Source: an optimization exercise on an open RTL-to-GDS flow (aim: small area and few clock cycles per item). Production flows keep margins and buffers that such runs may drop. Function was checked by simulation only, so behaviour that the tests miss may differ from the original. The clock port is modelled as an ideal driver; clocking choices that lean on that would not hold on a real chip. Power and IR drop assume default switching activity.

--- flow/config.mk ---
export PLATFORM = sky130hd
export DESIGN_NAME = accore_df
export DESIGN_NICKNAME = accore_df
export VERILOG_FILES = /design/flow/design.v
export SDC_FILE = /design/flow/constraint.sdc
export NUM_CORES = 4
export LEC_CHECK = 0
export CAP_MARGIN = 20
export CORE_MARGIN = 2
export CORE_UTILIZATION = 55
export CTS_BUF_LIST = sky130_fd_sc_hd__clkbuf_8
export CTS_CLUSTER_DIAMETER = 45
export CTS_CLUSTER_SIZE = 16
export GPL_ROUTABILITY_DRIVEN = 1
export GPL_TIMING_DRIVEN = 0
export PLACE_DENSITY = 0.7
export SLEW_MARGIN = 20
--- flow/constraint.sdc ---
create_clock -name core_clock -period 16.0 [get_ports {clk}]
set_input_delay 3.2000 -clock core_clock [delete_from_list [all_inputs] [get_ports {clk}]]
set_output_delay 3.2000 -clock core_clock [all_outputs]
set_load 0.01 [all_outputs]
--- flow/design.v ---
module accore_classifier #(
    parameter [23:0] REF_MARK      = 24'd465,
    parameter [23:0] REF_HDR_MARK  = 24'd3500,
    parameter [23:0] REF_SHORT     = 24'd417,
    parameter [23:0] REF_LONG      = 24'd1275,
    parameter [23:0] REF_HDR_SPACE = 24'd1715,
    parameter [23:0] REF_SEP       = 24'd9935,
    parameter [23:0] DELTA         = 24'd200
) (
    input  wire [23:0] dur,
    output wire [2:0]  mark_code,
    output wire [2:0]  space_code
);
    function win(input [23:0] d, input [23:0] r);
        win = (d >= r - DELTA) && (d <= r + DELTA);
    endfunction
    wire in_mark  = win(dur, REF_MARK);
    wire in_hmark = win(dur, REF_HDR_MARK);
    wire in_short = win(dur, REF_SHORT);
    wire in_long  = win(dur, REF_LONG);
    wire in_hsp   = win(dur, REF_HDR_SPACE);
    wire in_sep   = win(dur, REF_SEP);
    assign mark_code  = in_mark  ? 3'd0 : in_hmark ? 3'd1 : 3'd7;
    assign space_code = in_short ? 3'd0 : in_long  ? 3'd1 :
                        in_hsp   ? 3'd3 : in_sep   ? 3'd2 : 3'd7;
endmodule
module accore_df (
    input  wire        clk,
    input  wire        rst,           
    input  wire        cmd_valid,
    input  wire [31:0] cmd_data,
    output wire        cmd_ready,
    input  wire [2:0]  reg_addr,
    output reg  [31:0] reg_rdata,
    output wire        tx_valid,
    output wire        tx_kind,       
    output wire [23:0] tx_dur,
    input  wire        tx_ready,
    output wire        fault_o
);
    localparam [23:0] REF_MARK      = 24'd465;
    localparam [23:0] REF_HDR_MARK  = 24'd3500;
    localparam [23:0] REF_LONG      = 24'd1275;
    localparam [23:0] REF_SHORT     = 24'd417;
    localparam [23:0] REF_HDR_SPACE = 24'd1715;
    localparam [23:0] REF_SEP       = 24'd9935;
    localparam [63:0]  TEMPLATE_A = {8'h06, 8'h00, 8'h00, 8'h00, 8'h04, 8'hE0, 8'h20, 8'h02};
    localparam [151:0] TEMPLATE_B = {120'd0, 8'h04, 8'hE0, 8'h20, 8'h02};
    localparam [215:0] TEMPLATE_W = {TEMPLATE_B, TEMPLATE_A};
    localparam [31:0] CONFIG = 32'h0040_9841;
    localparam [4:0] WB_MODE  = 5'd13;   
    localparam [4:0] WB_TEMP  = 5'd14;   
    localparam [4:0] WB_FLAGS = 5'd15;   
    localparam [4:0] WB_FAN   = 5'd16;   
    localparam [4:0] WB_CK    = 5'd26;   
    localparam [5:0] OP_NOP = 6'h00, OP_CAPSTART = 6'h01, OP_PULSE = 6'h02,
                     OP_SPACE = 6'h03, OP_TIMEOUT = 6'h04, OP_POPCMD = 6'h05,
                     OP_CHKLEAD = 6'h06, OP_CLSM = 6'h08, OP_CLSS = 6'h09,
                     OP_NEWF = 6'h10, OP_GETR = 6'h11, OP_SETR = 6'h12,
                     OP_GETB = 6'h13, OP_SETB = 6'h14,
                     OP_SETTEMP = 6'h20, OP_GETTEMP = 6'h21,
                     OP_SETMODE = 6'h22, OP_GETMODE = 6'h23,
                     OP_SETFPWR = 6'h24, OP_GETFPWR = 6'h25,
                     OP_SETFANG = 6'h26, OP_GETFANG = 6'h27,
                     OP_SETFAN = 6'h28, OP_GETFAN = 6'h29,
                     OP_SETSWING = 6'h2A, OP_GETSWING = 6'h2B,
                     OP_CKGEN = 6'h30, OP_CKCHK = 6'h31, OP_GETCK = 6'h32,
                     OP_EMIT = 6'h38;
    localparam [3:0] F_AMBIGUOUS = 4'd1, F_MALFORMED = 4'd2, F_PAIR = 4'd3,
                     F_BITOUT = 4'd4, F_OVERFLOW = 4'd5, F_LENGTH = 4'd6,
                     F_QUEUE = 4'd7, F_RANGE = 4'd8, F_ILLCMD = 4'd9,
                     F_ILLOP = 4'd10, F_CKSUM = 4'd11, F_VARIANT = 4'd12,
                     F_UNINIT = 4'd13;
    localparam [1:0] S_AWAIT_HEADER = 2'd0, S_IN_FRAME = 2'd1, S_AWAIT_NEXT = 2'd2;
    localparam [2:0] E_IDLE = 3'd0, E_SETR = 3'd1, E_EMIT = 3'd2, E_POP = 3'd3,
                     E_TEMP = 3'd4, E_GETR = 3'd5, E_SETRX = 3'd6;
    function [3:0] mode_pat(input [2:0] i);
        case (i)
            3'd0: mode_pat = 4'd0;
            3'd1: mode_pat = 4'd2;
            3'd2: mode_pat = 4'd3;
            3'd3: mode_pat = 4'd4;
            default: mode_pat = 4'd6;
        endcase
    endfunction
    function [3:0] fan_pat(input [2:0] i);
        case (i)
            3'd0: fan_pat = 4'd10;
            3'd1: fan_pat = 4'd3;
            3'd2: fan_pat = 4'd4;
            3'd3: fan_pat = 4'd5;
            3'd4: fan_pat = 4'd6;
            default: fan_pat = 4'd7;
        endcase
    endfunction
    function [3:0] swing_pat(input [2:0] i);
        case (i)
            3'd0: swing_pat = 4'd15;
            3'd1: swing_pat = 4'd1;
            3'd2: swing_pat = 4'd2;
            3'd3: swing_pat = 4'd3;
            3'd4: swing_pat = 4'd4;
            default: swing_pat = 4'd5;
        endcase
    endfunction
    function [7:0] mode_idx(input [3:0] p);
        case (p)
            4'd0: mode_idx = 8'd0;
            4'd2: mode_idx = 8'd1;
            4'd3: mode_idx = 8'd2;
            4'd4: mode_idx = 8'd3;
            4'd6: mode_idx = 8'd4;
            default: mode_idx = 8'hFF;
        endcase
    endfunction
    function [7:0] fan_idx(input [3:0] p);
        case (p)
            4'd10: fan_idx = 8'd0;
            4'd3:  fan_idx = 8'd1;
            4'd4:  fan_idx = 8'd2;
            4'd5:  fan_idx = 8'd3;
            4'd6:  fan_idx = 8'd4;
            4'd7:  fan_idx = 8'd5;
            default: fan_idx = 8'hFF;
        endcase
    endfunction
    function [7:0] swing_idx(input [3:0] p);
        case (p)
            4'd15: swing_idx = 8'd0;
            4'd1:  swing_idx = 8'd1;
            4'd2:  swing_idx = 8'd2;
            4'd3:  swing_idx = 8'd3;
            4'd4:  swing_idx = 8'd4;
            4'd5:  swing_idx = 8'd5;
            default: swing_idx = 8'hFF;
        endcase
    endfunction
    function [7:0] thermo8(input [5:0] n);
        integer q;
        for (q = 0; q < 8; q = q + 1)
            thermo8[q] = (n > q);
    endfunction
    reg  [2:0]   eng;
    reg  [2:0]   ecnt;
    reg  [4:0]   ph;            
    reg  [1:0]   sync;
    reg          act;           
    reg          pend;
    reg          pmark;
    reg  [7:0]   cnt;           
    reg  [4:0]   q_pb;
    reg  [2:0]   q_head;        
    reg  [2:0]   qlen;          
    wire [215:0] w;             
    reg          wv_a;
    reg          wv_b;
    reg  [31:0]  evcnt;
    reg  [3:0]   fcode;
    reg          fpos_ev;       
    reg  [31:0]  res;
    reg  [1:0]   o_f;
    reg  [7:0]   o_idx;
    reg  [5:0]   o_len;
    reg  [3:0]   o_fc;          
    reg  [7:0]   xs;            
    reg  [7:0]   c0, c1, c2;
    reg  [1:0]   cur;
    reg  [2:0]   pnd;
    reg  [4:0]   pk0, pk1, pk2;
    reg  [2:0]   ps0, ps1, ps2;
    reg  [2:0]   p_slot;        
    reg  [7:0]   ck_s;          
    reg          e_kind;
    reg  [1:0]   e_st;
    wire        in_setr  = (eng == E_SETR);
    assign cmd_ready = (eng == E_IDLE) || in_setr;
    wire        accept   = cmd_valid && cmd_ready;
    wire [31:0] word     = cmd_data;
    wire        exec_en  = accept && !(!in_setr && cmd_data[31:26] == OP_SETR);
    wire [5:0]  op   = word[31:26];
    wire [1:0]  fsel = word[25:24];
    wire [7:0]  idx  = word[23:16];
    wire [5:0]  len  = word[13:8];
    wire [7:0]  val  = word[7:0];
    wire        rflag = word[25];
    wire [23:0] dur  = word[23:0];
    wire [2:0] mark_code, space_code;
    accore_classifier u_cls (
        .dur        (dur),
        .mark_code  (mark_code),
        .space_code (space_code)
    );
    wire       fld_op = (cmd_data[31:26] == OP_SETTEMP) || (cmd_data[31:26] == OP_SETMODE) ||
                        (cmd_data[31:26] == OP_SETFAN)  || (cmd_data[31:26] == OP_SETSWING);
    wire [4:0] fld_n  = (cmd_data[31:26] == OP_SETTEMP) ? 5'd6 :
                        (cmd_data[31:26] == OP_SETMODE) ? 5'd5 : 5'd8;
    reg        p_b;
    reg  [4:0] p_n;
    always @* begin
        case (eng)
            E_EMIT, E_GETR, E_SETRX:
                             begin p_b = (o_f == 2'd2); p_n = o_idx[7:3];    end
            E_TEMP:          begin p_b = 1'b1;          p_n = 5'd7;          end
            default:
                if (fld_op)  begin p_b = 1'b1;          p_n = fld_n;         end
                else         begin p_b = (fsel == 2'd2); p_n = idx[4:0] - 5'd1; end
        endcase
    end
    wire [63:0]  w_a = w[63:0];
    wire [151:0] w_b = w[215:64];
    wire [7:0] rbyte_a = w_a[8*p_n[2:0] +: 8];
    wire [7:0] rbyte_b = (p_n <= 5'd18) ? w_b[8*p_n +: 8] : 8'd0;
    wire [7:0] rbyte   = p_b ? rbyte_b : rbyte_a;
    wire [7:0] b_mode  = w[8*WB_MODE  +: 8];
    wire [7:0] b_temp  = w[8*WB_TEMP  +: 8];
    wire [7:0] b_flags = w[8*WB_FLAGS +: 8];
    wire [7:0] b_fan   = w[8*WB_FAN   +: 8];
    wire [7:0] b_ck    = w[8*WB_CK    +: 8];
    reg          illegal;
    reg          is_event;
    reg          discard;
    reg          fault;
    reg  [3:0]   fault_code;
    reg  [1:0]   n_sync;
    reg          n_act, n_pend, n_pmark;
    reg  [7:0]   n_cnt;
    reg          n_wv_a, n_wv_b;
    reg  [31:0]  n_res;
    reg          do_capstart;
    reg          do_push, push_pb;
    reg          do_pop;
    reg          do_app;
    reg          st_emit, st_temp, st_getr, st_setr;
    reg          w_newf;
    reg          w_bwe;         
    reg          w_fld;         
    reg  [4:0]   w_fn;
    reg  [7:0]   w_wbus;
    reg          sel_a;
    reg          sel_ok;
    reg  [8:0]   flen;
    reg  [8:0]   rng_end;
    reg  [1:0]   sym;
    reg          sym_ok;
    reg          close_full;
    reg  [7:0]   t2c;
    reg          t_limit;
    reg  [3:0]   pat;
    always @* begin
        illegal     = 1'b0;
        is_event    = 1'b0;
        discard     = 1'b0;
        fault       = 1'b0;
        fault_code  = 4'd0;
        n_sync   = sync;
        n_act    = act;
        n_pend   = pend;
        n_pmark  = pmark;
        n_cnt    = cnt;
        n_wv_a   = wv_a;
        n_wv_b   = wv_b;
        n_res    = 32'd0;
        do_capstart = 1'b0;
        do_push     = 1'b0;
        push_pb     = 1'b0;
        do_pop      = 1'b0;
        do_app      = 1'b0;
        st_emit     = 1'b0;
        st_temp     = 1'b0;
        st_getr     = 1'b0;
        st_setr     = 1'b0;
        w_newf      = 1'b0;
        w_bwe       = 1'b0;
        w_fld       = 1'b0;
        w_fn        = 5'd0;
        w_wbus      = val;
        sel_a = 1'b0; sel_ok = 1'b0; flen = 9'd0;
        sym = 2'd0; sym_ok = 1'b0; close_full = 1'b0;
        t2c = 8'd0; t_limit = 1'b0; pat = 4'd0;
        case (op)
            OP_NOP, OP_CAPSTART, OP_TIMEOUT, OP_POPCMD, OP_CHKLEAD, OP_NEWF,
            OP_GETTEMP, OP_GETMODE, OP_GETFPWR, OP_GETFANG, OP_GETFAN, OP_GETSWING,
            OP_CKGEN, OP_CKCHK, OP_GETCK, OP_EMIT:
                illegal = (word[25:0] != 26'd0);
            OP_PULSE, OP_SPACE, OP_CLSM, OP_CLSS:
                illegal = (word[25:24] != 2'd0);
            OP_GETR, OP_SETR:
                illegal = (word[15:14] != 2'd0) || (val != 8'd0);
            OP_GETB:
                illegal = (word[15:14] != 2'd0) || (len != 6'd0) || (val != 8'd0);
            OP_SETB:
                illegal = (word[15:14] != 2'd0) || (len != 6'd0);
            OP_SETTEMP:
                illegal = (word[25:8] != 18'd0);
            OP_SETMODE, OP_SETFPWR, OP_SETFANG, OP_SETFAN, OP_SETSWING:
                illegal = (word[24:8] != 17'd0);
            default:
                illegal = 1'b1;
        endcase
        if (fsel == 2'd1) begin
            sel_a = 1'b1; sel_ok = 1'b1; flen = 9'd64;
        end else if (fsel == 2'd2) begin
            sel_a = 1'b0; sel_ok = 1'b1; flen = 9'd152;
        end
        rng_end = {1'b0, idx} + {3'b0, len};
        if (in_setr) begin
            if (o_fc != 4'd0) begin
                fault = 1'b1;
                fault_code = o_fc;
            end else
                st_setr = 1'b1;
        end else if (illegal) begin
            fault = 1'b1;
            fault_code = F_ILLCMD;
        end else begin
            case (op)
            OP_NOP: n_res = 32'd0;
            OP_CAPSTART: begin
                do_capstart = 1'b1;
                n_sync = S_AWAIT_HEADER; n_act = 1'b0;
                n_pend = 1'b0; n_pmark = 1'b0;
                n_cnt = 8'd0;
            end
            OP_PULSE: begin
                if (fcode != 4'd0) discard = 1'b1;
                else begin
                    is_event = 1'b1;
                    if (pend) begin
                        fault = 1'b1; fault_code = F_MALFORMED;
                    end else if (mark_code == 3'd7) begin
                        fault = 1'b1; fault_code = F_AMBIGUOUS;
                    end else begin
                        n_pend  = 1'b1;
                        n_pmark = mark_code[0];
                        n_res   = {31'd0, mark_code[0]};
                    end
                end
            end
            OP_SPACE: begin
                if (fcode != 4'd0) discard = 1'b1;
                else begin
                    is_event = 1'b1;
                    if (pmark == 1'b1 && space_code == 3'd3) begin
                        sym = 2'd0; sym_ok = 1'b1;
                    end else if (pmark == 1'b0 && space_code == 3'd0) begin
                        sym = 2'd2; sym_ok = 1'b1;
                    end else if (pmark == 1'b0 && space_code == 3'd1) begin
                        sym = 2'd3; sym_ok = 1'b1;
                    end else if (pmark == 1'b0 && space_code == 3'd2) begin
                        sym = 2'd1; sym_ok = 1'b1;
                    end
                    if (!pend) begin
                        fault = 1'b1; fault_code = F_MALFORMED;
                    end else if (space_code == 3'd7) begin
                        fault = 1'b1; fault_code = F_AMBIGUOUS;
                    end else if (!sym_ok) begin
                        fault = 1'b1; fault_code = F_PAIR;
                    end else begin
                        case (sym)
                        2'd0: n_sync = S_IN_FRAME;
                        2'd2, 2'd3: begin
                            if (sync != S_IN_FRAME) begin
                                fault = 1'b1; fault_code = F_BITOUT;
                            end else if (act ? (cnt == 8'd152) : (cnt == 8'd64)) begin
                                fault = 1'b1; fault_code = F_OVERFLOW;
                            end else begin
                                do_app = 1'b1;
                                n_cnt  = cnt + 8'd1;
                            end
                        end
                        default: begin    
                            if (act == 1'b0) begin
                                if (cnt != 8'd0 && cnt != 8'd64) begin
                                    fault = 1'b1; fault_code = F_LENGTH;
                                end else if (cnt == 8'd64) begin
                                    n_act = 1'b1; n_cnt = 8'd0;
                                end
                            end else begin
                                if (cnt != 8'd0 && cnt != 8'd152) begin
                                    fault = 1'b1; fault_code = F_LENGTH;
                                end else if (cnt == 8'd152) begin
                                    if (qlen == 3'd4) begin
                                        fault = 1'b1; fault_code = F_QUEUE;
                                    end else begin
                                        do_push = 1'b1; push_pb = 1'b1;
                                        n_cnt = 8'd0; n_act = 1'b0;
                                    end
                                end
                            end
                            n_sync = S_AWAIT_NEXT;
                        end
                        endcase
                        n_pend  = 1'b0;
                        n_pmark = 1'b0;
                        n_res   = {30'd0, sym};
                    end
                end
            end
            OP_TIMEOUT: begin
                if (fcode != 4'd0) discard = 1'b1;
                else begin
                    is_event = 1'b1;
                    if (act == 1'b0) begin
                        if (cnt != 8'd0 && cnt != 8'd64) begin
                            fault = 1'b1; fault_code = F_LENGTH;
                        end
                        close_full = (cnt == 8'd64);
                    end else begin
                        if (cnt != 8'd0 && cnt != 8'd152) begin
                            fault = 1'b1; fault_code = F_LENGTH;
                        end
                        close_full = (cnt == 8'd152);
                    end
                    if (!fault) begin
                        if (act == 1'b1 || close_full) begin
                            if (qlen == 3'd4) begin
                                fault = 1'b1; fault_code = F_QUEUE;
                            end else begin
                                do_push = 1'b1;
                                push_pb = act && close_full;
                                n_res   = 32'd1;
                            end
                        end
                        n_pend = 1'b0; n_pmark = 1'b0;
                        n_cnt = 8'd0;
                        n_act = 1'b0; n_sync = S_AWAIT_HEADER;
                    end
                end
            end
            OP_POPCMD: begin
                if (qlen != 3'd0) begin
                    do_pop = 1'b1;
                    n_wv_a = 1'b1;
                    n_wv_b = q_pb[q_head];
                    n_res  = {29'd0, q_pb[q_head], 2'b11};
                end
            end
            OP_CHKLEAD: begin
                if (!wv_a) begin
                    fault = 1'b1; fault_code = F_UNINIT;
                end else
                    n_res = {31'd0, (w[63:0] == TEMPLATE_A)};
            end
            OP_CLSM: n_res = {29'd0, mark_code};
            OP_CLSS: n_res = {29'd0, space_code};
            OP_NEWF: begin
                w_newf = 1'b1;
                n_wv_a = 1'b1; n_wv_b = 1'b1;
            end
            OP_GETR, OP_SETR: begin
                if (len > 6'd32 || !sel_ok) begin
                    fault = 1'b1; fault_code = F_ILLOP;
                end else if (sel_a ? !wv_a : !wv_b) begin
                    fault = 1'b1; fault_code = F_UNINIT;
                end else if (rng_end > flen) begin
                    fault = 1'b1; fault_code = F_RANGE;
                end else if (op == OP_GETR) begin
                    st_getr = 1'b1;
                end else begin
                    st_setr = 1'b1;
                end
            end
            OP_GETB, OP_SETB: begin
                if (!sel_ok) begin
                    fault = 1'b1; fault_code = F_ILLOP;
                end else if (sel_a ? !wv_a : !wv_b) begin
                    fault = 1'b1; fault_code = F_UNINIT;
                end else if (idx == 8'd0 || idx > (sel_a ? 8'd8 : 8'd19)) begin
                    fault = 1'b1; fault_code = F_RANGE;
                end else if (op == OP_GETB) begin
                    n_res = {24'd0, rbyte};
                end else begin
                    w_bwe = 1'b1;
                end
            end
            OP_SETTEMP: begin
                if (!wv_b) begin
                    fault = 1'b1; fault_code = F_UNINIT;
                end else begin
                    if (val <= 8'd32) begin
                        t2c = 8'd32; t_limit = 1'b1;
                    end else if (val >= 8'd60) begin
                        t2c = 8'd60; t_limit = 1'b1;
                    end else begin
                        t2c = val; t_limit = 1'b0;
                    end
                    w_bwe   = 1'b1;
                    w_fld = 1'b1; w_fn = 5'd6;
                    w_wbus  = {1'b0, t2c[7:1]};
                    st_temp = 1'b1;
                    n_res = {14'd0, t_limit, t2c[0], 8'd0, t2c};
                end
            end
            OP_GETTEMP: begin
                if (!wv_b) begin
                    fault = 1'b1; fault_code = F_UNINIT;
                end else
                    n_res = {14'd0, b_flags[1], b_flags[0], 7'd0, b_temp, b_flags[0]};
            end
            OP_SETMODE: begin
                if (rflag ? (val >= 8'd16) : (val >= 8'd5)) begin
                    fault = 1'b1; fault_code = F_ILLOP;
                end else if (!wv_b) begin
                    fault = 1'b1; fault_code = F_UNINIT;
                end else begin
                    pat = rflag ? val[3:0] : mode_pat(val[2:0]);
                    w_bwe   = 1'b1;
                    w_fld = 1'b1; w_fn = 5'd5;
                    w_wbus  = {pat, b_mode[3:0]};
                    if (!rflag) begin
                        if (val == 8'd1 || val == 8'd2) w_wbus[0] = 1'b1;
                        else if (val == 8'd3)           w_wbus[0] = 1'b0;
                    end
                    n_res = {28'd0, pat};
                end
            end
            OP_GETMODE: begin
                if (!wv_b) begin
                    fault = 1'b1; fault_code = F_UNINIT;
                end else
                    n_res = {16'd0, mode_idx(b_mode[7:4]), 4'd0, b_mode[7:4]};
            end
            OP_SETFPWR, OP_GETFPWR, OP_SETFANG, OP_GETFANG: begin
                fault = 1'b1; fault_code = F_VARIANT;
            end
            OP_SETFAN, OP_SETSWING: begin
                if (rflag ? (val >= 8'd16) : (val >= 8'd6)) begin
                    fault = 1'b1; fault_code = F_ILLOP;
                end else if (!wv_b) begin
                    fault = 1'b1; fault_code = F_UNINIT;
                end else begin
                    w_bwe   = 1'b1;
                    w_fld = 1'b1; w_fn = 5'd8;
                    if (op == OP_SETFAN) begin
                        pat = rflag ? val[3:0] : fan_pat(val[2:0]);
                        w_wbus = {pat, b_fan[3:0]};
                    end else begin
                        pat = rflag ? val[3:0] : swing_pat(val[2:0]);
                        w_wbus = {b_fan[7:4], pat};
                    end
                    n_res = {28'd0, pat};
                end
            end
            OP_GETFAN: begin
                if (!wv_b) begin
                    fault = 1'b1; fault_code = F_UNINIT;
                end else
                    n_res = {16'd0, fan_idx(b_fan[7:4]), 4'd0, b_fan[7:4]};
            end
            OP_GETSWING: begin
                if (!wv_b) begin
                    fault = 1'b1; fault_code = F_UNINIT;
                end else
                    n_res = {16'd0, swing_idx(b_fan[3:0]), 4'd0, b_fan[3:0]};
            end
            OP_CKGEN, OP_CKCHK: begin
                if (!wv_b) begin
                    fault = 1'b1; fault_code = F_UNINIT;
                end else if (op == OP_CKCHK && ck_s != b_ck) begin
                    fault = 1'b1; fault_code = F_CKSUM;
                end else begin
                    if (op == OP_CKGEN) begin
                        w_bwe  = 1'b1;
                        w_fld  = 1'b1; w_fn = 5'd18;
                        w_wbus = ck_s;
                    end
                    n_res = {23'd0, 1'b1, ck_s};
                end
            end
            OP_GETCK: begin
                if (!wv_b) begin
                    fault = 1'b1; fault_code = F_UNINIT;
                end else
                    n_res = {24'd0, b_ck};
            end
            OP_EMIT: begin
                if (!wv_a || !wv_b) begin
                    fault = 1'b1; fault_code = F_UNINIT;
                end else begin
                    st_emit = 1'b1;
                    n_res = 32'd440;
                end
            end
            default: ;
            endcase
        end
    end
    wire commit = exec_en && !discard && !fault;
    wire [2:0] off = o_idx[2:0];
    wire       st_first = (ecnt == 3'd0);
    wire [3:0] fsh      = (eng == E_GETR) ? {1'b0, off} : (4'd8 - {1'b0, off});
    wire [15:0] fin     = (eng == E_GETR) ? {rbyte, xs} : {res[7:0], xs};
    wire [7:0] funnel   = fin >> fsh;
    wire [7:0] fmask    = thermo8(o_len) & ((eng == E_SETRX && st_first) ? ~thermo8({3'd0, off}) : 8'hFF);
    wire [7:0] g_chunk  = funnel & fmask;
    wire [7:0] s_byte   = (rbyte & ~fmask) | (funnel & fmask);
    wire [5:0] len_dec  = (o_len > 6'd8) ? (o_len - 6'd8) : 6'd0;
    wire       pop_wr  = (eng == E_POP);
    wire       m0 = pnd[0] && (pk0 == ph);
    wire       m1 = pnd[1] && (pk1 == ph);
    wire       m2 = pnd[2] && (pk2 == ph);
    wire       wany  = m0 || m1 || m2;
    wire [7:0] wdat  = m0 ? c0  : m1 ? c1  : c2;
    wire [2:0] wslot = m0 ? ps0 : m1 ? ps1 : ps2;
    wire [39:0] qt;                    
    genvar gs, gk;
    generate
        for (gs = 0; gs < 5; gs = gs + 1) begin : g_slot
            wire wr = wany && (wslot == gs);
            for (gk = 0; gk < 8; gk = gk + 1) begin : g_ring
                reg  [26:0] r;
                always @(posedge clk)
                    r <= {(wr ? wdat[gk] : r[0]), r[26:1]};
                assign qt[gs*8 + gk] = r[0];
            end
        end
    endgenerate
    reg [7:0] qtap;
    always @* begin
        case (p_slot)
            3'd0: qtap = qt[7:0];
            3'd1: qtap = qt[15:8];
            3'd2: qtap = qt[23:16];
            3'd3: qtap = qt[31:24];
            default: qtap = qt[39:32];
        endcase
    end
    wire [7:0] qbyte = (wany && wslot == p_slot) ? wdat : qtap;
    wire [2:0] q_sum  = q_head + qlen;
    wire [2:0] q_tail = (q_sum >= 3'd5) ? (q_sum - 3'd5) : q_sum;
    wire [2:0] q_next = (q_head == 3'd4) ? 3'd0 : (q_head + 3'd1);
    wire       app_bit = sym[0];
    wire       app = commit && do_app;
    wire       emit_data = rbyte[o_idx[2:0]];
    wire       emit_lastbit = (o_idx == (p_b ? 8'd151 : 8'd63));
    assign tx_valid = (eng == E_EMIT);
    assign tx_kind  = e_kind;
    assign tx_dur   = !e_kind ? ((e_st == 2'd0) ? REF_HDR_MARK : REF_MARK) :
                      (e_st == 2'd0) ? REF_HDR_SPACE :
                      (e_st == 2'd2) ? REF_SEP       :
                      (emit_data ? REF_LONG : REF_SHORT);
    wire       c_done = app && (cnt[2:0] == 3'd7);
    wire [4:0] c_k    = act ? (5'd8 + cnt[7:3]) : {2'b00, cnt[5:3]};
    always @(posedge clk) begin
        if (app && cur == 2'd0) c0 <= {app_bit, c0[7:1]};
        if (app && cur == 2'd1) c1 <= {app_bit, c1[7:1]};
        if (app && cur == 2'd2) c2 <= {app_bit, c2[7:1]};
        if (c_done) begin
            case (cur)
                2'd0: begin pk0 <= c_k; ps0 <= q_tail; end
                2'd1: begin pk1 <= c_k; ps1 <= q_tail; end
                default: begin pk2 <= c_k; ps2 <= q_tail; end
            endcase
        end
    end
    always @(posedge clk) begin
        if (rst) begin
            pnd <= 3'd0;
            cur <= 2'd0;
        end else begin
            if (c_done)
                cur <= (cur == 2'd2) ? 2'd0 : (cur + 2'd1);
            if (m0) pnd[0] <= 1'b0;
            if (m1) pnd[1] <= 1'b0;
            if (m2) pnd[2] <= 1'b0;
            if (c_done) begin
                if (pnd[0] && pk0 == c_k && ps0 == q_tail) pnd[0] <= 1'b0;
                if (pnd[1] && pk1 == c_k && ps1 == q_tail) pnd[1] <= 1'b0;
                if (pnd[2] && pk2 == c_k && ps2 == q_tail) pnd[2] <= 1'b0;
                pnd[cur] <= 1'b1;
            end
        end
    end
    wire       wr_x    = (eng == E_SETRX);
    wire       wr_t    = (eng == E_TEMP);
    wire       wr_any  = (commit && (w_bwe || w_fld)) || wr_x || wr_t || pop_wr;
    wire       wr_b    = (commit && w_fld) || p_b;
    wire [4:0] wr_n    = (commit && w_fld) ? w_fn : p_n;
    wire [4:0] wr_u    = pop_wr ? ph : (wr_b ? (5'd8 + wr_n) : {2'b00, wr_n[2:0]});
    wire [7:0] wr_bus  = pop_wr ? qbyte : wr_x ? s_byte : wr_t ? {b_flags[7:2], xs[1:0]} : w_wbus;
    wire       nf      = commit && w_newf;
    wire [7:0] wd0     = nf ? 8'h00 : wr_bus;
    wire [7:0] wd1     = nf ? 8'hFF : wr_bus;
    wire       s_in    = wr_any && (wr_u >= 5'd8) && (wr_u <= 5'd25);
    wire [7:0] s_old   = pop_wr ? 8'd0 : rbyte;
    genvar gn, gj;
    generate
        for (gn = 0; gn < 27; gn = gn + 1) begin : g_wbyte
            wire sel = wr_any && (wr_u == gn);
            for (gj = 0; gj < 8; gj = gj + 1) begin : g_wbit
                wire wd = TEMPLATE_W[8*gn + gj] ? wd1[gj] : wd0[gj];
                reg  q;
                always @(posedge clk)
                    if (nf || sel)
                        q <= wd;
                assign w[8*gn + gj] = q;
            end
        end
    endgenerate
    always @(posedge clk) begin
        if (rst) begin
            eng     <= E_IDLE;
            ph      <= 5'd0;
            sync    <= S_AWAIT_HEADER;
            act     <= 1'b0;
            pend    <= 1'b0;
            pmark   <= 1'b0;
            cnt     <= 8'd0;
            q_head  <= 3'd0;
            qlen    <= 3'd0;
            wv_a    <= 1'b0;
            wv_b    <= 1'b0;
            evcnt   <= 32'd0;
            fcode   <= 4'd0;
            fpos_ev <= 1'b0;
            res     <= 32'd0;
        end else begin
            ph <= (ph == 5'd26) ? 5'd0 : (ph + 5'd1);
            case (eng)
            E_EMIT: begin
                if (tx_ready) begin
                    e_kind <= !e_kind;
                    if (e_kind) begin
                        case (e_st)
                        2'd0: begin
                            e_st  <= 2'd1;
                            o_idx <= 8'd0;
                        end
                        2'd1: begin
                            o_idx <= o_idx + 8'd1;
                            if (emit_lastbit) e_st <= 2'd2;
                        end
                        default: begin
                            e_st <= 2'd0;
                            o_f  <= 2'd2;
                            if (p_b) eng <= E_IDLE;
                        end
                        endcase
                    end
                end
            end
            E_POP: begin
                o_idx <= o_idx + 8'd1;
                if (o_idx == 8'd26) eng <= E_IDLE;
            end
            E_TEMP: eng <= E_IDLE;
            E_GETR, E_SETRX: begin
                ecnt  <= ecnt + 3'd1;
                o_idx <= o_idx + 8'd8;
                if (eng == E_SETRX || !st_first) o_len <= len_dec;
                xs    <= (eng == E_GETR) ? rbyte : res[7:0];
                if (eng == E_SETRX || !st_first)
                    res <= {((eng == E_GETR) ? g_chunk : 8'd0), res[31:8]};
                if (ecnt == 3'd4) eng <= E_IDLE;
            end
            default: begin    
                if (accept && !exec_en) begin
                    o_f   <= cmd_data[25:24];
                    o_idx <= cmd_data[23:16];
                    o_len <= cmd_data[13:8];
                    o_fc  <= fault ? fault_code : 4'd0;
                    eng   <= E_SETR;
                end else if (exec_en) begin
                    eng <= E_IDLE;
                    if (discard) begin
                    end else if (fault) begin
                        if (is_event) evcnt <= evcnt + 32'd1;
                        if (fcode == 4'd0) begin
                            fcode   <= fault_code;
                            fpos_ev <= is_event;
                        end
                    end else begin
                        if (is_event) evcnt <= evcnt + 32'd1;
                        sync   <= n_sync;
                        act    <= n_act;
                        pend   <= n_pend;
                        pmark  <= n_pmark;
                        cnt    <= n_cnt;
                        wv_a   <= n_wv_a;
                        wv_b   <= n_wv_b;
                        if (!(st_getr || st_setr)) res <= n_res;
                        if (do_capstart) begin
                            evcnt   <= 32'd0;
                            fcode   <= 4'd0;
                            fpos_ev <= 1'b0;
                            q_head  <= 3'd0;
                            qlen    <= 3'd0;
                        end
                        if (do_push) begin
                            q_pb[q_tail] <= push_pb;
                            qlen <= qlen + 3'd1;
                        end
                        if (do_pop) begin
                            o_idx  <= 8'd0;
                            p_slot <= q_head;
                            q_head <= q_next;
                            qlen   <= qlen - 3'd1;
                            eng    <= E_POP;
                        end
                        if (st_emit) begin
                            eng    <= E_EMIT;
                            e_kind <= 1'b0;
                            e_st   <= 2'd0;
                            o_f    <= 2'd1;
                        end
                        if (st_temp) begin
                            eng <= E_TEMP;
                            xs  <= {6'd0, t_limit, t2c[0]};
                        end
                        if (st_getr || st_setr) begin
                            eng   <= st_getr ? E_GETR : E_SETRX;
                            ecnt  <= 3'd0;
                            if (st_getr) begin
                                o_f   <= fsel;
                                o_idx <= idx;
                                o_len <= len;
                            end else
                                o_len <= o_len + {3'd0, o_idx[2:0]};
                            xs    <= 8'd0;
                            if (st_setr) res <= cmd_data;
                        end
                    end
                end
            end
            endcase
        end
    end
    always @(posedge clk) begin
        if (commit && do_pop)
            ck_s <= 8'd0;
        else if (nf)
            ck_s <= 8'h06;      
        else if (s_in)
            ck_s <= ck_s + wr_bus - s_old;
    end
    wire [31:0] status = {(fcode != 4'd0), 3'd0, fcode, 4'd0, 1'b0, qlen,
                          cnt,
                          wv_b, wv_a, act, pmark, pend, act, sync};
    always @* begin
        case (reg_addr)
            3'd0: reg_rdata = status;
            3'd1: reg_rdata = res;
            3'd2: reg_rdata = fpos_ev ? evcnt : 32'd0;
            3'd3: reg_rdata = evcnt;
            3'd4: reg_rdata = CONFIG;
            default: reg_rdata = 32'd0;
        endcase
    end
    assign fault_o = (fcode != 4'd0);
endmodule
--- flow/flow/run.sh ---
#!/bin/bash
# The standard layout (standard.sh, unchanged synthesis and steps) with two
# settings passed to the ORFS scripts through their environment variables:
# - buffer_ports puts the smallest buffer cell on every input and output port;
# - clock_tree_synthesis builds the tree without dummy loads.
# The whole make output goes to standard.log in this folder.
set -o pipefail
export BUFFER_PORTS_ARGS="-buffer_cell sky130_fd_sc_hd__buf_1"
export CTS_ARGS="-sink_clustering_enable -repair_clock_nets -buf_list sky130_fd_sc_hd__clkbuf_4 -sink_clustering_size 10 -sink_clustering_max_diameter 25 -dont_use_dummy_load"
bash standard.sh > standard.log 2>&1
--- flow/standard.sh ---
#!/bin/bash
# synth_recipe.tcl (not shown) runs the flow's synth.tcl, then flattens the netlist and writes it again
# the make line also repeats each setting of config.mk as NAME=value (left out here)
make -C /OpenROAD-flow-scripts/flow DESIGN_CONFIG=/design/flow/config.mk WORK_HOME=/design/flow/orfs CLKGATE_MAP_FILE= SYNTH_SCRIPT=/design/flow/synth_recipe.tcl "${@:-finish}"
==> summary.txt, run 1 <==
CTS
  – Clock Latency Late Sink: 1170 ps
  – CTS Sinks: 1,497
  – Post-CTS Setup Bufs: 0
  – Resized Gates After CTS: 0
  – TritonCTS buffer count: 300
  – Reg clk slew, reported paths: 80 ps
  – Hold-fix buffers, CTS: 0
  – TritonCTS clock tree: yes

Route
  – Antenna viol nets, final: 0
  – Routed vias/inst: 6.160
  – Final wirelength: 146,000 um
  – DRC: 0
  – Routed wire per std cell: 25.64 um
  – Drt first-iter violations: 4,261
  – Via Count: 35,070
  – DR pass1 iterations: 11

Placement
  – Number of port buffers: 79
  – Routability cong.: 1.037
  – Cell Area, Placed: 51,600 sq um
  – Placed Cells incl. Taps: 5,386
  – HPWL after DPL: 108,200 um

Synthesis
  – Largest family of logic cells by synthesized area: compound AO/OA/AOI/OAI gates
  – Async SR Flop Fraction: 0%
  – Largest area contributor in the netlist: dfxtp_1
  – Multiplexer share of the synthesized area: 2.985%
  – Count leader, synth: dfxtp_1
  – Area contributors post-synth: dfxtp_1, edfxtp_1, nand2_1
  – Synth Warn #: 2
  – Mean area per synthesized cell: 12.04 sq um
  – Post-synthesis compound-gate area fraction: 12.57%
  – Cells after Synth: 4,109
  – Synth top area share: 48.20%
  – Xor/xnor share of the synthesized area: 1.965%
  – Yosys reg bits: 1,497
  – Main flop type after synthesis: dfxtp_1
  – Cell variety after synth: 116
  – Adder-cell share of the synthesized area: 2.013%
  – Number of enable flip-flop cells after synthesis: 306
  – Post-synthesis sequential area ratio: 66.78%
  – Post-Synth Simple-Gate Area: 10.93%
  – Top cells by count, synth: dfxtp_1, edfxtp_1, nand2_1
  – Post-Syn Area: 49,460 sq um

STA
  – Clock Skew: 144.5 ps
  – Tmin final: 12,420 ps
  – Normalized max-slew margin: 16.42%
  – Final worst-path cycle share: 77.62%
  – Unrepaired setup endpoints after global routing: no
  – Final setup violating endpoints: 0
  – FMAX: 80.52 MHz
  – Fin. max-slew vios: 0
  – Final hold violation count: 0
  – Slew @ Worst Pin: 1254 ps
  – Setup TNS: 0 ps

Setup path
  – Critical path type: in2out
  – Highest-delay cell along the critical path: o21ai_0
  – Worst setup SP type: input port
  – Setup crit end kind: output pin
  – Req. time, crit path: 12,800 ps
  – Critical path data arrival time: 9220 ps
  – Max incr delay on CP: 1080 ps
  – Worst Path Max Fanout: 10
  – Crit-path cells: buf_1, nor4b_1, a211oi_1, a21oi_2, clkbuf_1, a221oi_1, o21ai_0, o2111ai_1, o21ai_0, mux4_2, mux2i_4, and3_1, nor2_1, buf_1

Die
  – I/O pins: 99
  – Die width: 303.9 um
  – Core region area: 88,780 sq um
  – Die Area: 92,350 sq um
  – # rows: 109
  – Die Height: 303.9 um
  – Starting density of the core: 55.71%

GRT
  – First-pass GRT wire length: 215,900 um
  – GRT Total Usage: 31.33%
  – Grt ovf: 0
  – Largest net degree at the start of global routing: 28
  – Number of global-route vias before repair: 34,110
  – Initial antenna violation count: 6

Finish
  – Synth-to-Final Area Change: 8.959%
  – Final nets: 4,635
  – Core Util, Final: 60.71%
  – Fin cells: 5,694
  – Share of layout cells above drive strength 1: 11.65%
  – Finished Cell Area: 53,900 sq um

Pwr
  – Pwr/cell area: 116.8 nW/um^2
  – P_leak: 0.02010 uW
  – VDD IR-drop max: 110.1 uV

Status
  – Run status: timing/DRC/antenna clean

Worst hold path
  – HP Class: reg2reg

Run
  – Max Cap Violations: 0
-- cell type report --
class,count,area (sq um)
Antenna cell,7,17.52
Buffer,209,897.1
Clock buffer,300,2252
Fill cell,7176,34890
Inverter,123,461.7
Multi-Input combinational cell,2290,15270
Sequential cell,1497,33030
Tap cell,1165,1458
Timing Repair Buffer,103,513.0
-- cells by family after synthesis --
family	Yosys count
fa+ha+maj	74
mux	126
compound gates	894
simple gates	1073
buf+inv	332
flops	1497
xor+xnor	111
other cells	2
-- power by group --
group | leakage (uW) | switching, uW | total (uW) | internal, uW
Clock | 0.00138 | 1170 | 2030 | 857
Combinational | 0.00638 | 278 | 401 | 123
Sequential | 0.0123 | 16.7 | 3870 | 3850
Total | 0.0201 | 1470 | 6300 | 4830
-- routing by layer --
layer	GRT usage (%)	wire (um)
met3	7.863	15190
met1	40.80	57720
met5	0	23
met4	19.52	9567
met2	47.09	63520
-- state kept, by name, summed over array words and instances (netlist names), 6 cells and up --
| name | flops |
|---|---|
| g_slot.g_ring.r | 1080 |
| o_len | 6 |
| ck_s | 8 |
| c1 | 8 |
| cnt | 8 |
| res | 32 |
| c0 | 8 |
| xs | 8 |
| evcnt | 32 |
| c2 | 8 |
| o_idx | 8 |
| g_wbyte.g_wbit.q | 216 |
-- stage by stage --
step,total power (uW),worst slack (ps),hold WS (ps)
finish,6295,3580,262.7
global route,6549,3702,251.0
CTS,6345,3998,257.8
detailed placement,4334,3816,312.1
global placement,4329,3631,309.8
floorplan,4187,6433,309.6
-- worst max-delay path: cells and delay by family --
family	cells	cell delay, ps
AOI/OAI and AO/OA	6	3130
buffers and inverters	3	980
muxes	2	590
and+or+nand+nor	3	1290
-- layout by cell type (no fill, tap or decap), types with 24 or more instances in the layout --
cell type / instances
dfxtp_1: 1191
buf_2: 41
nor3_1: 87
nand4_1: 43
clkbuf_1: 138
edfxtp_1: 306
a21oi_1: 175
nor2_1: 233
buf_1: 96
nand3_1: 100
nand2_1: 302
and2_1: 60
or3_1: 26
a221o_1: 29
mux2_2: 48
and3_1: 26
xor2_1: 45
xnor2_1: 66
o211ai_1: 34
nand2b_1: 27
clkbuf_4: 300
o22ai_1: 26
a222oi_1: 25
a31oi_1: 37
buf_4: 31
o21ai_1: 39
a221oi_1: 46
nor2b_1: 24
o21ai_0: 169
inv_1: 117
nor4_1: 30
ha_1: 62
a211oi_1: 60
mux2i_1: 65
-- final timing paths --
check                                start                       end  slack [ps]  cells after the start
setup / recovery              cmd_data[30]                 tx_dur[4]        3580                     14
hold / removal    g_slot[4].g_ring[6].r[6]  g_slot[4].g_ring[6].r[5]         260                      0
setup reg to reg                    eng[1]                   ck_s[7]        6400                     27
hold reg to reg   g_slot[4].g_ring[6].r[6]  g_slot[4].g_ring[6].r[5]         260                      0
Testbench counts, summed over its fixed seeds: cycles 54,568, commands 31,224.
==> run 2: changes to the inputs <==
--- a/flow/flow/run.sh
+++ b/flow/flow/run.sh
@@ -7,4 +7,4 @@
 set -o pipefail
 export BUFFER_PORTS_ARGS="-buffer_cell sky130_fd_sc_hd__buf_1"
-export CTS_ARGS="-sink_clustering_enable -repair_clock_nets -buf_list sky130_fd_sc_hd__clkbuf_4 -sink_clustering_size 10 -sink_clustering_max_diameter 25 -dont_use_dummy_load"
+export CTS_ARGS="-sink_clustering_enable -repair_clock_nets -buf_list sky130_fd_sc_hd__clkbuf_8 -sink_clustering_size 16 -sink_clustering_max_diameter 45 -dont_use_dummy_load"
 bash standard.sh > standard.log 2>&1
==> run 2 against run 1 <==
  * Still clean
  * Sequential cell count unchanged
  * Die area unchanged
  * Maximum frequency grew 0.14%
  * Synthesized cell count unchanged
  * Core utilization shrank 0.42 points
  * Critical path depth did not move
  * Highest routed layer unchanged
==> summary.txt, run 2 <==
Die
  – Die Area: 92,350 sq um (unchanged)
  – Core region area: 88,780 sq um (unchanged)
  – Die Height: 303.9 um (unchanged)
  – Die width: 303.9 um (unchanged)
  – # rows: 109 (unchanged)
  – Starting density of the core: 55.71% (unchanged)
  – I/O pins: 99 (unchanged)

Setup path
  – Max incr delay on CP: 1060 ps (was 1080 ps)
  – Critical path type: in2out (unchanged)
  – Reg-to-Reg End: ck_s[7] (unchanged)
  – Setup crit end kind: output pin (unchanged)
  – Worst Path Max Fanout: 10 (unchanged)
  – Req. time, crit path: 12,800 ps (about the same)
  – Worst setup SP type: input port (unchanged)
  – R2R Setup Slk: 6620 ps (was 6400 ps)
  – Highest-delay cell along the critical path: o21ai_0 (unchanged)
  – Crit-path cells: buf_1, nor4b_1, a211oi_1, a21oi_2, clkbuf_1, a221oi_1, o21ai_0, o2111ai_1, o21ai_0, mux4_2, mux2i_4, and3_1, nor2_1, buf_1 (unchanged)
  – Worst r2r src: eng[1] (unchanged)
  – Critical path data arrival time: 9200 ps (was 9220 ps)
  – R2R cell count: 27 (unchanged)

STA
  – Fin. max-slew vios: 0 (unchanged)
  – Normalized max-slew margin: 9.769% (was 16.42%)
  – Setup TNS: 0 ps (unchanged)
  – Unrepaired setup endpoints after global routing: no (unchanged)
  – Final hold violation count: 0 (unchanged)
  – Clock Skew: 90.86 ps (was 144.5 ps)
  – Final setup violating endpoints: 0 (unchanged)
  – Final worst-path cycle share: 77.52% (was 77.62%)
  – Slew @ Worst Pin: 1343 ps (was 1254 ps)
  – Tmin final: 12,400 ps (was 12,420 ps)
  – FMAX: 80.63 MHz (was 80.52 MHz)

Synthesis
  – Number of enable flip-flop cells after synthesis: 306 (unchanged)
  – Main flop type after synthesis: dfxtp_1 (unchanged)
  – Mean area per synthesized cell: 12.04 sq um (unchanged)
  – Post-synthesis sequential area ratio: 66.78% (unchanged)
  – Cell variety after synth: 116 (unchanged)
  – Post-Syn Area: 49,460 sq um (unchanged)
  – Synth Warn #: 2 (unchanged)
  – Count leader, synth: dfxtp_1 (unchanged)
  – Xor/xnor share of the synthesized area: 1.965% (unchanged)
  – Cells after Synth: 4,109 (unchanged)
  – Post-synthesis compound-gate area fraction: 12.57% (unchanged)
  – Adder-cell share of the synthesized area: 2.013% (unchanged)
  – Async SR Flop Fraction: 0% (unchanged)
  – Yosys reg bits: 1,497 (unchanged)
  – Largest family of logic cells by synthesized area: compound AO/OA/AOI/OAI gates (unchanged)
  – Largest area contributor in the netlist: dfxtp_1 (unchanged)
  – Synth top area share: 48.20% (unchanged)
  – Top cells by count, synth: dfxtp_1, edfxtp_1, nand2_1 (unchanged)
  – Multiplexer share of the synthesized area: 2.985% (unchanged)
  – Area contributors post-synth: dfxtp_1, edfxtp_1, nand2_1 (unchanged)
  – Post-Synth Simple-Gate Area: 10.93% (unchanged)

GRT
  – First-pass GRT wire length: 213,200 um (was 215,900 um)
  – Grt ovf: 0 (unchanged)
  – Largest net degree at the start of global routing: 28 (unchanged)
  – GRT Total Usage: 31.04% (was 31.33%)
  – Number of global-route vias before repair: 32,850 (was 34,110)
  – Initial antenna violation count: 5 (was 6)

Finish
  – Commonest non-fill, non-tap cell in the layout: dfxtp_1 (unchanged)
  – Share of layout cells above drive strength 1: 8.351% (was 11.65%)
  – Core Util, Final: 60.28% (was 60.71%)
  – Multi-input logic area: 15,270 sq um (unchanged)
  – Most frequent cells in the layout: dfxtp_1, edfxtp_1, nand2_1 (unchanged)
  – Number of flip-flops in the largest register: 1,080 (unchanged)
  – Final nets: 4,472 (was 4,635)
  – Synth-to-Final Area Change: 8.198% (was 8.959%)
  – Fill count: 7,148 (was 7,176)
  – Top reg by flops: g_slot.g_ring.r (unchanged)
  – Register area: 33,030 sq um (unchanged)
  – Largest regs: g_slot.g_ring.r: 1080 flops, g_wbyte.g_wbit.q: 216 flops (unchanged)

Pwr
  – Pwr/cell area: 114.8 nW/um^2 (was 116.8 nW/um^2)
  – P_leak: 0.01971 uW (was 0.02010 uW)
  – Power, Total: 6144 uW (was 6295 uW)
  – VDD IR-drop max: 120.3 uV (was 110.1 uV)

Run
  – Max Cap Violations: 0 (unchanged)

Worst hold path
  – Hold Path Stages: 0 (unchanged)
  – WHS Endpoint: g_slot[4].g_ring[1].r[12] (was g_slot[4].g_ring[6].r[5])
  – Hold Startpoint: g_slot[4].g_ring[1].r[13] (was g_slot[4].g_ring[6].r[6])
  – HP Class: reg2reg (unchanged)

Status
  – Run status: timing/DRC/antenna clean (unchanged)

Route
  – Antenna viol nets, final: 0 (unchanged)
  – Routed vias/inst: 6.182 (was 6.160)
  – Via Count: 34,170 (was 35,070)
  – Drt first-iter violations: 4,567 (was 4,261)
  – Routed wire per std cell: 26.30 um (was 25.64 um)
  – Final wirelength: 145,300 um (was 146,000 um)
  – DR pass1 iterations: 8 (was 11)
  – DRC: 0 (unchanged)

Placement
  – Routability cong.: 1.037 (unchanged)
  – Number of port buffers: 79 (unchanged)
  – HPWL after DPL: 108,200 um (unchanged)

CTS
  – Reg clk slew, reported paths: 90 ps (was 80 ps)
  – Clock Latency Late Sink: 840 ps (was 1170 ps)
  – CTS Sinks: 1,497 (unchanged)
  – Hold-fix buffers, CTS: 0 (unchanged)
  – Resized Gates After CTS: 0 (unchanged)
  – Post-CTS Setup Bufs: 0 (unchanged)
  – TritonCTS buffer count: 137 (was 300)
  – TritonCTS clock tree: yes (unchanged)
-- run 2: cell counts after synthesis --
Identical to the previous run, type by type.
-- run 2: logic make-up after synthesis --
logic type      Yosys count
mux                     126
simple gates           1073
compound gates          894
fa+ha+maj                74
flops                  1497
xor+xnor                111
buf+inv                 332
other cells               2
-- run 2: worst max-delay path by stage --
stage,from,end,slack [ps],depth (start not counted)
5_1_grt,cmd_data[30],tx_dur[4],3750,14
3_3_place_gp,cmd_data[30],ck_s[7],3630,25
3_5_place_dp,cmd_data[30],ck_s[7],3820,25
4_1_cts,cmd_data[30],tx_dur[4],4020,14
2_1_floorplan,cmd_data[28],tx_dur[8],6430,14
6_report,cmd_data[30],tx_dur[4],3600,14
-- run 2: critical path: cells and delay by family --
family	cells	cell delay, ps
simple gates	3	1310
compound gates	6	3090
buf+inv	3	990
mux	2	590
-- run 2: final cells by class --
type                    instances  area share, %
flip-flops and latches       1497          61.72
diodes                          3        0.01403
well taps                    1165          2.724
clock buffers                 137          3.523
repair buffers                103         0.9585
plain buffers                 209          1.676
multi-input cells            2290          28.52
inverters                     123         0.8627
-- run 2: report_power, final --
| group | leakage (uW) | switching (uW) | internal (uW) |
|---|---|---|---|
| combinational | 0.00638 | 278 | 123 |
| sequential | 0.0123 | 17.0 | 3850 |
| clock | 0.000985 | 1110 | 763 |
| total | 0.0197 | 1410 | 4730 |
-- run 2: stage by stage --
stage	hold WS, ps	worst slack [ps]	instances	instance area, sq um
2_1_floorplan	309.6	6433	4119	49500
3_3_place_gp	309.8	3631	5363	51260
3_5_place_dp	312.1	3816	5386	51600
4_1_cts	293.8	4017	5523	53490
5_1_grt	295.6	3745	5525	53520
6_report	291.3	3598	5527	53520
-- run 2: metal layers --
layer  up-vias  routed length, um  global-route usage [%]
met5         -                 23                       0
met4         4               9796                   18.32
met3       507              14560                   7.347
met2      1972              62540                   47.03
met1     16480              58410                   40.77
li1      15210                  -                       -
==> run 3: changes to the inputs <==
==> flow/flow/run.sh (replaced) <==
#!/bin/bash
# The standard layout (standard.sh: unchanged synthesis and steps) with
# settings passed to the ORFS scripts through their environment variables:
# - the buffers ABC put in the netlist are removed at floorplan (placement
#   is not timing driven, so global placement does not remove them);
# - buffer_ports puts the smallest buffer cell on every input and output port;
# - clock_tree_synthesis builds the tree without dummy loads.
# The whole make output goes to standard.log in this folder.
set -o pipefail
export REMOVE_ABC_BUFFERS=1
export BUFFER_PORTS_ARGS="-buffer_cell sky130_fd_sc_hd__buf_1"
export CTS_ARGS="-sink_clustering_enable -repair_clock_nets -buf_list sky130_fd_sc_hd__clkbuf_8 -sink_clustering_size 16 -sink_clustering_max_diameter 45 -dont_use_dummy_load"
bash standard.sh > standard.log 2>&1
==> run 3 against run 2 <==
  * Still clean on timing, DRC and antenna
  * Sequential cell count is the same
  * Core utilization fell by 0.43 points
  * Via count is 4.0% lower
  * Clock skew up 26 ps
  * Clock power down 2%
  * Sequential share of layout area grew 0.44 points
  * Critical path type unchanged
  * Critical endpoint unchanged
  * Largest power group unchanged
==> summary.txt, run 3 <==
Synthesis
  – Yosys reg bits: 1,497 (unchanged)
  – Post-synthesis sequential area ratio: 66.78% (unchanged)
  – Area contributors post-synth: dfxtp_1, edfxtp_1, nand2_1 (unchanged)
  – Async SR Flop Fraction: 0% (unchanged)
  – Main flop type after synthesis: dfxtp_1 (unchanged)
  – Count leader, synth: dfxtp_1 (unchanged)
  – Synth top area share: 48.20% (unchanged)
  – Synth Warn #: 2 (unchanged)
  – Number of enable flip-flop cells after synthesis: 306 (unchanged)
  – Cells after Synth: 4,109 (unchanged)
  – Cell variety after synth: 116 (unchanged)
  – Largest area contributor in the netlist: dfxtp_1 (unchanged)
  – Post-Syn Area: 49,460 sq um (unchanged)
  – Top cells by count, synth: dfxtp_1, edfxtp_1, nand2_1 (unchanged)
  – Mean area per synthesized cell: 12.04 sq um (unchanged)

GRT
  – First-pass GRT wire length: 194,800 um (was 213,200 um)
  – GRT Total Usage: 28.08% (was 31.04%)
  – Largest net degree at the start of global routing: 41 (was 28)
  – Initial antenna violation count: 7 (was 5)
  – Grt ovf: 0 (unchanged)
  – Number of global-route vias before repair: 30,530 (was 32,850)

Setup path
  – Critical path type: in2out (unchanged)
  – Critical path data arrival time: 9200 ps (about the same)
  – Req. time, crit path: 12,800 ps (about the same)
  – Setup crit end kind: output pin (unchanged)
  – Worst setup SP type: input port (unchanged)
  – Worst r2r src: eng[1] (unchanged)
  – R2R Setup Slk: 6330 ps (was 6620 ps)
  – R2R cell count: 23 (was 27)
  – Worst Path Max Fanout: 33 (was 10)
  – Reg-to-Reg End: ck_s[7] (unchanged)

STA
  – Setup TNS: 0 ps (unchanged)
  – Final worst-path cycle share: 77.50% (was 77.52%)
  – Clock Skew: 117.1 ps (was 90.86 ps)
  – Tmin final: 12,400 ps (about the same)
  – Fin. max-slew vios: 0 (unchanged)
  – Final setup violating endpoints: 0 (unchanged)
  – Final hold violation count: 0 (unchanged)
  – Unrepaired setup endpoints after global routing: no (unchanged)
  – FMAX: 80.65 MHz (was 80.63 MHz)
  – Slew @ Worst Pin: 1283 ps (was 1343 ps)
  – Final worst slack: 3600 ps (was 3598 ps)
  – Normalized max-slew margin: 14.30% (was 9.769%)

Route
  – Via Count: 32,790 (was 34,170)
  – Routed wire per std cell: 24.76 um (was 26.30 um)
  – Final wirelength: 132,400 um (was 145,300 um)
  – Routed vias/inst: 6.134 (was 6.182)
  – DR pass1 iterations: 14 (was 8)
  – Drt first-iter violations: 4,025 (was 4,567)
  – Antenna viol nets, final: 0 (unchanged)
  – DRC: 0 (unchanged)

CTS
  – Resized Gates After CTS: 0 (unchanged)
  – Post-CTS Setup Bufs: 0 (unchanged)
  – Clock Latency Late Sink: 860 ps (was 840 ps)
  – CTS Sinks: 1,497 (unchanged)
  – TritonCTS clock tree: yes (unchanged)
  – TritonCTS buffer count: 134 (was 137)
  – Reg clk slew, reported paths: 90 ps (about the same)
  – Hold-fix buffers, CTS: 0 (unchanged)

Finish
  – Number of flip-flops in the largest register: 1,080 (unchanged)
  – Final nets: 4,288 (was 4,472)
  – Register area: 33,030 sq um (unchanged)
  – Top reg by flops: g_slot.g_ring.r (unchanged)
  – Fill count: 7,098 (was 7,148)
  – Multi-input logic area: 15,390 sq um (was 15,270 sq um)
  – Largest regs: g_slot.g_ring.r: 1080 flops, g_wbyte.g_wbit.q: 216 flops (unchanged)
  – Share of layout cells above drive strength 1: 8.575% (was 8.351%)
  – Fin cells: 5,346 (was 5,527)
  – Most frequent cells in the layout: dfxtp_1, edfxtp_1, nand2_1 (unchanged)
  – Synth-to-Final Area Change: 7.424% (was 8.198%)
  – Commonest non-fill, non-tap cell in the layout: dfxtp_1 (unchanged)

Placement
  – Dpl ws: 3906 ps (was 3816 ps)
  – HPWL after DPL: 95,380 um (was 108,200 um)
  – Routability cong.: 1.002 (was 1.037)
  – Placed Cells incl. Taps: 5,203 (was 5,386)
  – Number of port buffers: 86 (was 79)

Status
  – Run status: timing/DRC/antenna clean (unchanged)

Die
  – I/O pins: 99 (unchanged)
  – # rows: 109 (unchanged)
  – Die Height: 303.9 um (unchanged)
  – Die width: 303.9 um (unchanged)
  – Die Area: 92,350 sq um (unchanged)
  – Core region area: 88,780 sq um (unchanged)
  – Starting density of the core: 55.71% (unchanged)

Worst hold path
  – Hold Startpoint: g_slot[4].g_ring[0].r[13] (was g_slot[4].g_ring[1].r[13])
  – HP Class: reg2reg (unchanged)
  – Hold Path Stages: 0 (unchanged)
  – WHS Endpoint: g_slot[4].g_ring[0].r[12] (was g_slot[4].g_ring[1].r[12])

Pwr
  – VDD IR-drop max: 88.02 uV (was 120.3 uV)
  – Pwr/cell area: 114.5 nW/um^2 (was 114.8 nW/um^2)
  – P_leak: 0.01952 uW (was 0.01971 uW)

Run
  – Max Cap Violations: 0 (unchanged)
## run 3: cell counts after synthesis
No cell type changed its count.
## run 3: layer usage
| metal | share of wire, % | global-route usage (%) | routed length, um | vias up |
|---|---|---|---|---|
| met2 | 42 | 40.71 | 55570 | 1725 |
| met4 | 4.2 | 11.96 | 5564 | 4 |
| li1 | - | - | - | 14850 |
| met5 | 0.018 | 0 | 24 | - |
| met3 | 9.9 | 6.240 | 13050 | 323 |
| met1 | 44 | 40.60 | 58160 | 15890 |
## run 3: final cells by class
| class | count | share of cell area [%] |
|---|---|---|
| Multi-Input combinational cell | 2290 | 28.96 |
| Clock buffer | 134 | 3.471 |
| Inverter | 123 | 0.8689 |
| Timing Repair Buffer | 131 | 1.764 |
| Antenna cell | 6 | 0.02826 |
| Sequential cell | 1497 | 62.16 |
| Tap cell | 1165 | 2.743 |
## run 3: metrics by stage
step	area, sq um	total power, uW	util (%)	hold WS [ps]
after global placement	50390	4299	56.75	309.6
after global routing	53130	6298	59.84	268.9
after detailed placement	51230	4315	57.71	312.1
after CTS	53080	6134	59.78	268.9
final	53140	6084	59.85	280.4
after floorplan	48610	4164	-	309.6
## run 3: cells by family (layout without fill, tap and decap cells)
group | count (synthesis) | in the layout | synth area share (%)
DFF | 1497 | 1497 | 66.78
and+or+nand+nor | 1073 | 1073 | 10.93
AOI/OAI and AO/OA | 894 | 894 | 12.57
buffers and inverters | 332 | 388 | 2.747
muxes | 126 | 126 | 2.985
xor gates and xnor gates | 111 | 111 | 1.965
adders and majority gates | 74 | 74 | 2.013
other | 2 | 18 | 0.01518
## run 3: worst max-delay path by stage
stage,from,endpoint,slack [ps],depth (start not counted)
after floorplan,cmd_data[30],tx_dur[8],5140,11
after global placement,cmd_data[31],ck_s[7],1080,24
after detailed placement,cmd_data[26],tx_dur[4],3910,13
after CTS,cmd_data[26],tx_dur[4],3920,13
after global routing,cmd_data[27],tx_dur[6],3740,13
final,cmd_data[27],tx_dur[4],3600,13
## run 3: report_power, final
group	internal, uW	leakage, uW	switching, uW
logic	123	0.00622	255
registers	3850	0.0123	19.0
clock network	747	0.000963	1090
total	4720	0.0195	1370
## run 3: worst max-delay path, cell delays in order
cell and delay (ps):
buf_2 510, nor2b_1 1070, nand3_1 650, a21oi_4 840
mux2i_1 290, a2111oi_0 200, o41ai_2 670, nand3_1 460
mux4_2 600, mux2i_4 270, and3_1 220, nor2_1 50
buf_1 120
==> run 4: changes to the inputs <==
--- a/flow/flow/run.sh
+++ b/flow/flow/run.sh
@@ -10,4 +10,4 @@
 export REMOVE_ABC_BUFFERS=1
 export BUFFER_PORTS_ARGS="-buffer_cell sky130_fd_sc_hd__buf_1"
-export CTS_ARGS="-sink_clustering_enable -repair_clock_nets -buf_list sky130_fd_sc_hd__clkbuf_8 -sink_clustering_size 16 -sink_clustering_max_diameter 45 -dont_use_dummy_load"
+export CTS_ARGS="-sink_clustering_enable -repair_clock_nets -buf_list sky130_fd_sc_hd__clkbuf_8 -sink_clustering_size 20 -sink_clustering_max_diameter 50 -dont_use_dummy_load"
 bash standard.sh > standard.log 2>&1
--- a/flow/config.mk
+++ b/flow/config.mk
@@ -10,6 +10,6 @@
 export CORE_UTILIZATION = 55
 export CTS_BUF_LIST = sky130_fd_sc_hd__clkbuf_8
-export CTS_CLUSTER_DIAMETER = 45
-export CTS_CLUSTER_SIZE = 16
+export CTS_CLUSTER_DIAMETER = 50
+export CTS_CLUSTER_SIZE = 20
 export GPL_ROUTABILITY_DRIVEN = 1
 export GPL_TIMING_DRIVEN = 0
==> run 4 against run 3 <==
  * Sequential share of layout area rose by 0.45 points
  * Global-route usage is 0.29 points lower
  * Combinational power is essentially flat
  * Sequential power hardly changed
  * First-iteration DRC count is 3.7% higher
  * Largest power group unchanged
  * Clock skew increased by 2.0 ps
  * Area after synthesis stayed put
==> summary.txt, run 4 <==
Synthesis
  – Cells after Synth: 4,109 (unchanged)
  – Mean area per synthesized cell: 12.04 sq um (unchanged)
  – Synth top area share: 48.20% (unchanged)
  – Top cells by count, synth: dfxtp_1, edfxtp_1, nand2_1 (unchanged)
  – Count leader, synth: dfxtp_1 (unchanged)
  – Post-Syn Area: 49,460 sq um (unchanged)
  – Number of enable flip-flop cells after synthesis: 306 (unchanged)
  – Cell variety after synth: 116 (unchanged)
  – Largest area contributor in the netlist: dfxtp_1 (unchanged)
  – Main flop type after synthesis: dfxtp_1 (unchanged)
  – Synth Warn #: 2 (unchanged)
  – Yosys reg bits: 1,497 (unchanged)
  – Area contributors post-synth: dfxtp_1, edfxtp_1, nand2_1 (unchanged)
  – Post-synthesis sequential area ratio: 66.78% (unchanged)
  – Async SR Flop Fraction: 0% (unchanged)

STA
  – Clock Skew: 119.1 ps (was 117.1 ps)
  – Final setup violating endpoints: 0 (unchanged)
  – Final hold violation count: 0 (unchanged)
  – Tmin final: 12,270 ps (was 12,400 ps)
  – FMAX: 81.48 MHz (was 80.65 MHz)
  – Normalized max-slew margin: 17.82% (was 14.30%)
  – Unrepaired setup endpoints after global routing: no (unchanged)
  – Slew @ Worst Pin: 1220 ps (was 1283 ps)
  – Final worst-path cycle share: 76.71% (was 77.50%)
  – Setup TNS: 0 ps (unchanged)
  – Fin. max-slew vios: 0 (unchanged)
  – Final worst slack: 3726 ps (was 3600 ps)

Pwr
  – P_leak: 0.01932 uW (was 0.01952 uW)
  – Pwr/cell area: 111.6 nW/um^2 (was 114.5 nW/um^2)
  – Power, Total: 5889 uW (was 6084 uW)
  – VDD IR-drop max: 84.13 uV (was 88.02 uV)

CTS
  – TritonCTS clock tree: yes (unchanged)
  – Clock Latency Late Sink: 800 ps (was 860 ps)
  – CTS Sinks: 1,497 (unchanged)
  – Hold-fix buffers, CTS: 0 (unchanged)
  – TritonCTS buffer count: 106 (was 134)
  – Reg clk slew, reported paths: 100 ps (was 90 ps)
  – Resized Gates After CTS: 0 (unchanged)
  – Post-CTS Setup Bufs: 0 (unchanged)

Finish
  – Share of layout cells above drive strength 1: 7.958% (was 8.575%)
  – Commonest non-fill, non-tap cell in the layout: dfxtp_1 (unchanged)
  – Synth-to-Final Area Change: 6.645% (was 7.424%)
  – Number of flip-flops in the largest register: 1,080 (unchanged)
  – Top reg by flops: g_slot.g_ring.r (unchanged)
  – Largest regs: g_slot.g_ring.r: 1080 flops, g_wbyte.g_wbit.q: 216 flops (unchanged)
  – Core Util, Final: 59.42% (was 59.85%)
  – Final nets: 4,260 (was 4,288)
  – Most frequent cells in the layout: dfxtp_1, edfxtp_1, nand2_1 (unchanged)

Setup path
  – Max incr delay on CP: 1020 ps (was 1070 ps)
  – Req. time, crit path: 12,800 ps (about the same)
  – Cell repeated most along the worst path: nand3_1 (unchanged)
  – Setup crit end kind: output pin (unchanged)
  – Highest-delay cell along the critical path: nor2b_1 (unchanged)
  – Worst Path Max Fanout: 33 (unchanged)
  – Crit-path cells: buf_2, nor2b_1, nand3_1, a21oi_4, mux2i_1, a2111oi_0, o41ai_2, nand3_1, mux4_2, mux2i_4, and3_1, nor2_1, buf_1 (unchanged)
  – Worst setup SP type: input port (unchanged)
  – Critical path data arrival time: 9070 ps (was 9200 ps)
  – Critical path type: in2out (unchanged)

GRT
  – Number of global-route vias before repair: 30,080 (was 30,530)
  – Initial antenna violation count: 7 (unchanged)
  – First-pass GRT wire length: 193,500 um (was 194,800 um)
  – Grt ovf: 0 (unchanged)
  – Largest net degree at the start of global routing: 41 (unchanged)
  – GRT Total Usage: 27.79% (was 28.08%)

Route
  – Antenna viol nets, final: 0 (unchanged)
  – DRC: 0 (unchanged)
  – Drt first-iter violations: 4,175 (was 4,025)
  – Routed vias/inst: 6.110 (was 6.134)
  – Routed wire per std cell: 24.74 um (was 24.76 um)
  – Via Count: 32,490 (was 32,790)
  – DR pass1 iterations: 7 (was 14)
  – Final wirelength: 131,600 um (was 132,400 um)

Die
  – # rows: 109 (unchanged)
  – Starting density of the core: 55.71% (unchanged)
  – Die width: 303.9 um (unchanged)
  – Core region area: 88,780 sq um (unchanged)
  – Die Height: 303.9 um (unchanged)
  – I/O pins: 99 (unchanged)
  – Die Area: 92,350 sq um (unchanged)

Placement
  – HPWL after DPL: 95,380 um (unchanged)
  – Number of port buffers: 86 (unchanged)
  – Routability cong.: 1.002 (unchanged)
  – Dpl ws: 3906 ps (unchanged)

Status
  – Run status: timing/DRC/antenna clean (unchanged)

Run
  – Max Cap Violations: 0 (unchanged)

Worst hold path
  – HP Class: reg2reg (unchanged)
-- run 4: changes by cell type in the layout (fill, tap and decap cells not counted) --
cell | before | now
clkbuf_8 | 134 | 106
-- run 4: power breakdown --
| group | switching, uW | leakage [uW] | total, uW | internal, uW |
|---|---|---|---|---|
| Sequential | 19.1 | 0.0123 | 3870 | 3850 |
| Combinational | 255 | 0.00622 | 378 | 123 |
| Clock | 1050 | 0.000762 | 1640 | 590 |
-- run 4: stage by stage --
stage / area [sq um] / cells / hold slack (ps)
after detailed placement: 51230 / 5203 / 312.1
after global routing: 52740 / 5315 / 275.8
after CTS: 52690 / 5309 / 264.8
after global placement: 50390 / 5161 / 309.6
final: 52750 / 5318 / 291.3
after floorplan: 48610 / 3910 / 309.6
-- run 4: worst max-delay path: cells and delay by family --
kind / cells / cell delay (ps)
buffers and inverters: 2 / 650
AND/OR/NAND/NOR: 5 / 2340
multiplexers: 3 / 1150
AO/OA/AOI/OAI: 3 / 1700
-- run 4: cell families after synthesis --
| kind of cell | share of synthesized area, % |
|---|---|
| XOR/XNOR | 1.965 |
| flip-flops | 66.78 |
| AND/OR/NAND/NOR | 10.93 |
| other | 0.01518 |
| multiplexers | 2.985 |
| buffers and inverters | 2.747 |
| AO/OA/AOI/OAI | 12.57 |
| adder cells (fa/ha/maj) | 2.013 |
-- run 4: routing by layer --
| metal | vias up | routed length, um | track usage, % |
|---|---|---|---|
| li1 | 14770 | - | - |
| met1 | 15800 | 58700 | 40.65 |
| met2 | 1594 | 55050 | 40.44 |
| met3 | 323 | 12440 | 5.822 |
| met4 | 4 | 5346 | 10.90 |
| met5 | - | 31 | 0 |
-- run 4: cell type report --
type / instances / area, sq um
inverter: 123 / 461.7
fill: 7138 / 36030
clock buffer: 106 / 1459
multi-input combinational: 2290 / 15390
sequential: 1497 / 33030
timing repair buffer: 131 / 937.1
tap: 1165 / 1458
antenna: 6 / 15.01
-- run 4: path summary, 6_finish.rpt --
check	endpoint	depth (start not counted)	slack, ps	startpoint
max	tx_dur[4]	13	3730	cmd_data[27]
min	g_slot[2].g_ring[4].r[11]	0	290	g_slot[2].g_ring[4].r[12]
max reg2reg	ck_s[7]	23	6400	eng[2]
min reg2reg	g_slot[2].g_ring[4].r[11]	0	290	g_slot[2].g_ring[4].r[12]
